This design comes from an exercise in tuning for small area, a short achievable clock period and few clock cycles on the open sky130 flow, not from production work. Power figures rest on the tool's default switching activity, not on a simulated workload.

== build 50 ==
==> flow/design.v (excerpt) <==
module alpide_decoder (
    input  wire        clk,
    input  wire        rst,
    input  wire        in_valid,
    output wire        in_ready,
    input  wire [1:0]  in_kind,
    input  wire [7:0]  in_data,
    output wire        out_valid,
    input  wire        out_ready,
    output wire        out_is_result,
    output wire [3:0]  hit_chip,
    output wire [5:0]  hit_region,
    output wire [9:0]  hit_dcol,
    output wire [10:0] hit_addr,
    output wire [3:0]  hit_flag,
    output wire        hit_prev_stuck,
    output wire [9:0]  hit_row,
    output wire [10:0] hit_col,
    output wire [2:0]  res_code,
    output wire        res_corrupt,
    output wire [2:0]  res_cause,
    output wire [15:0] res_pc,
    output wire [7:0]  res_byte,
    output wire [1:0]  res_remain,
    output wire [3:0]  st_chip,
    output wire [5:0]  st_region,
    output wire [3:0]  st_flags,
    output wire        st_new_event,
    output wire [3:0]  st_word_kind
);
For scale: about 590 cells after synthesis, ~99 flip-flops, about 130 I/O pins.
clock: 8.0 ns
lec_check: 0
abc_clock_period_in_ps: 2500
cap_margin: 20
core_margin: 2
core_utilization: 40
cts_buf_list: sky130_fd_sc_hd__clkbuf_4 sky130_fd_sc_hd__clkbuf_8
cts_cluster_diameter: 100
cts_cluster_size: 40
setup_slack_margin: 5
slew_margin: 20
standard.sh (not shown) runs the stock make flow with config.mk's settings and CLKGATE_MAP_FILE= SYNTH_SCRIPT=/design/flow/synth_recipe.tcl, a recipe that flattens the netlist after the stock synthesis.
==> flow/flow/run.sh <==
#!/bin/bash
# Standard ORFS layout (the standard.sh, unchanged synthesis), except that
# the port buffers that global placement inserts use the small buf_1 cell.
set -euo pipefail
export BUFFER_PORTS_ARGS="-buffer_cell sky130_fd_sc_hd__buf_1"
bash standard.sh > standard.log 2>&1
No stage failed in build 50, and the final checks on the layout all came back clean.
## Diff of input files: build 22 against build 50
Settings: ABC_CLOCK_PERIOD_IN_PS no longer set, was 2500.
==> comparison <==
- No stage failed in build 22, and the final checks on the layout all came back clean.
- Going from build 50 to build 22, met3 wire length now sits at about the same level, count of hold-fix buffers inserted at cts now sits at about the same level, detailed placer's ending HPWL now sits at about the same level, global routing met2 resource utilization now sits at about the same level.
No functional check of the RTL was part of any run of this note.

========
try-cedar:
alpide_decoder, a different RTL version from the one above (not shown whole).
For scale: ~560 cells after synthesis, ~92 flip-flops, about 130 I/O pins, about 5100 um^2 of cells after synthesis.
==> flow/config.mk <==
export PLATFORM = sky130hd
export DESIGN_NAME = alpide_decoder
export DESIGN_NICKNAME = alpide_decoder
export VERILOG_FILES = /design/flow/design.v
export SDC_FILE = /design/flow/constraint.sdc
export NUM_CORES = 4
export LEC_CHECK = 0
export CAP_MARGIN = 20
export CORE_MARGIN = 2
export CORE_UTILIZATION = 40
export SLEW_MARGIN = 20
==> flow/constraint.sdc <==
create_clock -name core_clock -period 8.0 [get_ports {clk}]
set_input_delay 1.6000 -clock core_clock [delete_from_list [all_inputs] [get_ports {clk}]]
set_output_delay 1.6000 -clock core_clock [all_outputs]
set_load 0.01 [all_outputs]
run.sh (not shown) runs the stock make flow with config.mk's settings and CLKGATE_MAP_FILE= SYNTH_SCRIPT=/design/flow/synth_recipe.tcl, a recipe that flattens the netlist after the stock synthesis.
Stock flow here: none of the scripts above is used.
### try-cedar -> try-lagoon
# try-cedar
export LEC_CHECK = 0
export CAP_MARGIN = 20
export CORE_MARGIN = 2
export CORE_UTILIZATION = 40
export SLEW_MARGIN = 20
create_clock -name core_clock -period 8.0 [get_ports {clk}]
# try-lagoon
export LEC_CHECK = 0
export CAP_MARGIN = 20
export CORE_MARGIN = 2
export CORE_UTILIZATION = 40
export SETUP_SLACK_MARGIN = 5
export SLEW_MARGIN = 20
create_clock -name core_clock -period 8.0 [get_ports {clk}]
### Flow results
try-lagoon does better than try-cedar on total power of the final layout. Between try-cedar and try-lagoon, the clock latency on the worst-skew pair figures differ only marginally. Wire length of the first global-routing pass: lower on try-cedar. try-lagoon: number of global-route vias before repair 534 above try-cedar. Compared with try-cedar, try-lagoon shows register-to-register slack higher by 0.92 ns.
No functional check of the RTL was part of any run of this note.

-- static timing again, ports no longer ideal --
Ports are ideal in the flow. The routed layouts listed here were re-timed in OpenROAD. Step 1 (the two cells are an assumption about what drives the block):
set clk [get_ports {clk}]
set_driving_cell -lib_cell sky130_fd_sc_hd__clkbuf_16 $clk
set_driving_cell -lib_cell sky130_fd_sc_hd__buf_2 [delete_from_list [all_inputs] $clk]
Step 2 times the ports against the registers' clock, not the clock port: input delays grow and output delays shrink by t, the midpoint of the rising clock arrivals with the driver on. a / b / c = ideal ports / drivers / drivers and shift; a / b = the first two.
run | shift t [ns] | slack for setup (ns) | pins driven straight from the clock port
build 50 | 0.408 | 4.719 / 4.694 / 4.286 | 1
build 22 | 0.408 | 4.719 / 4.694 / 4.286 | 1
try-cedar | 0.380 | 3.705 / 3.665 / 3.550 | 1
try-lagoon | 0.381 | 4.422 / 4.379 / 4.608 | 1
After both steps every run listed still meets setup and hold.
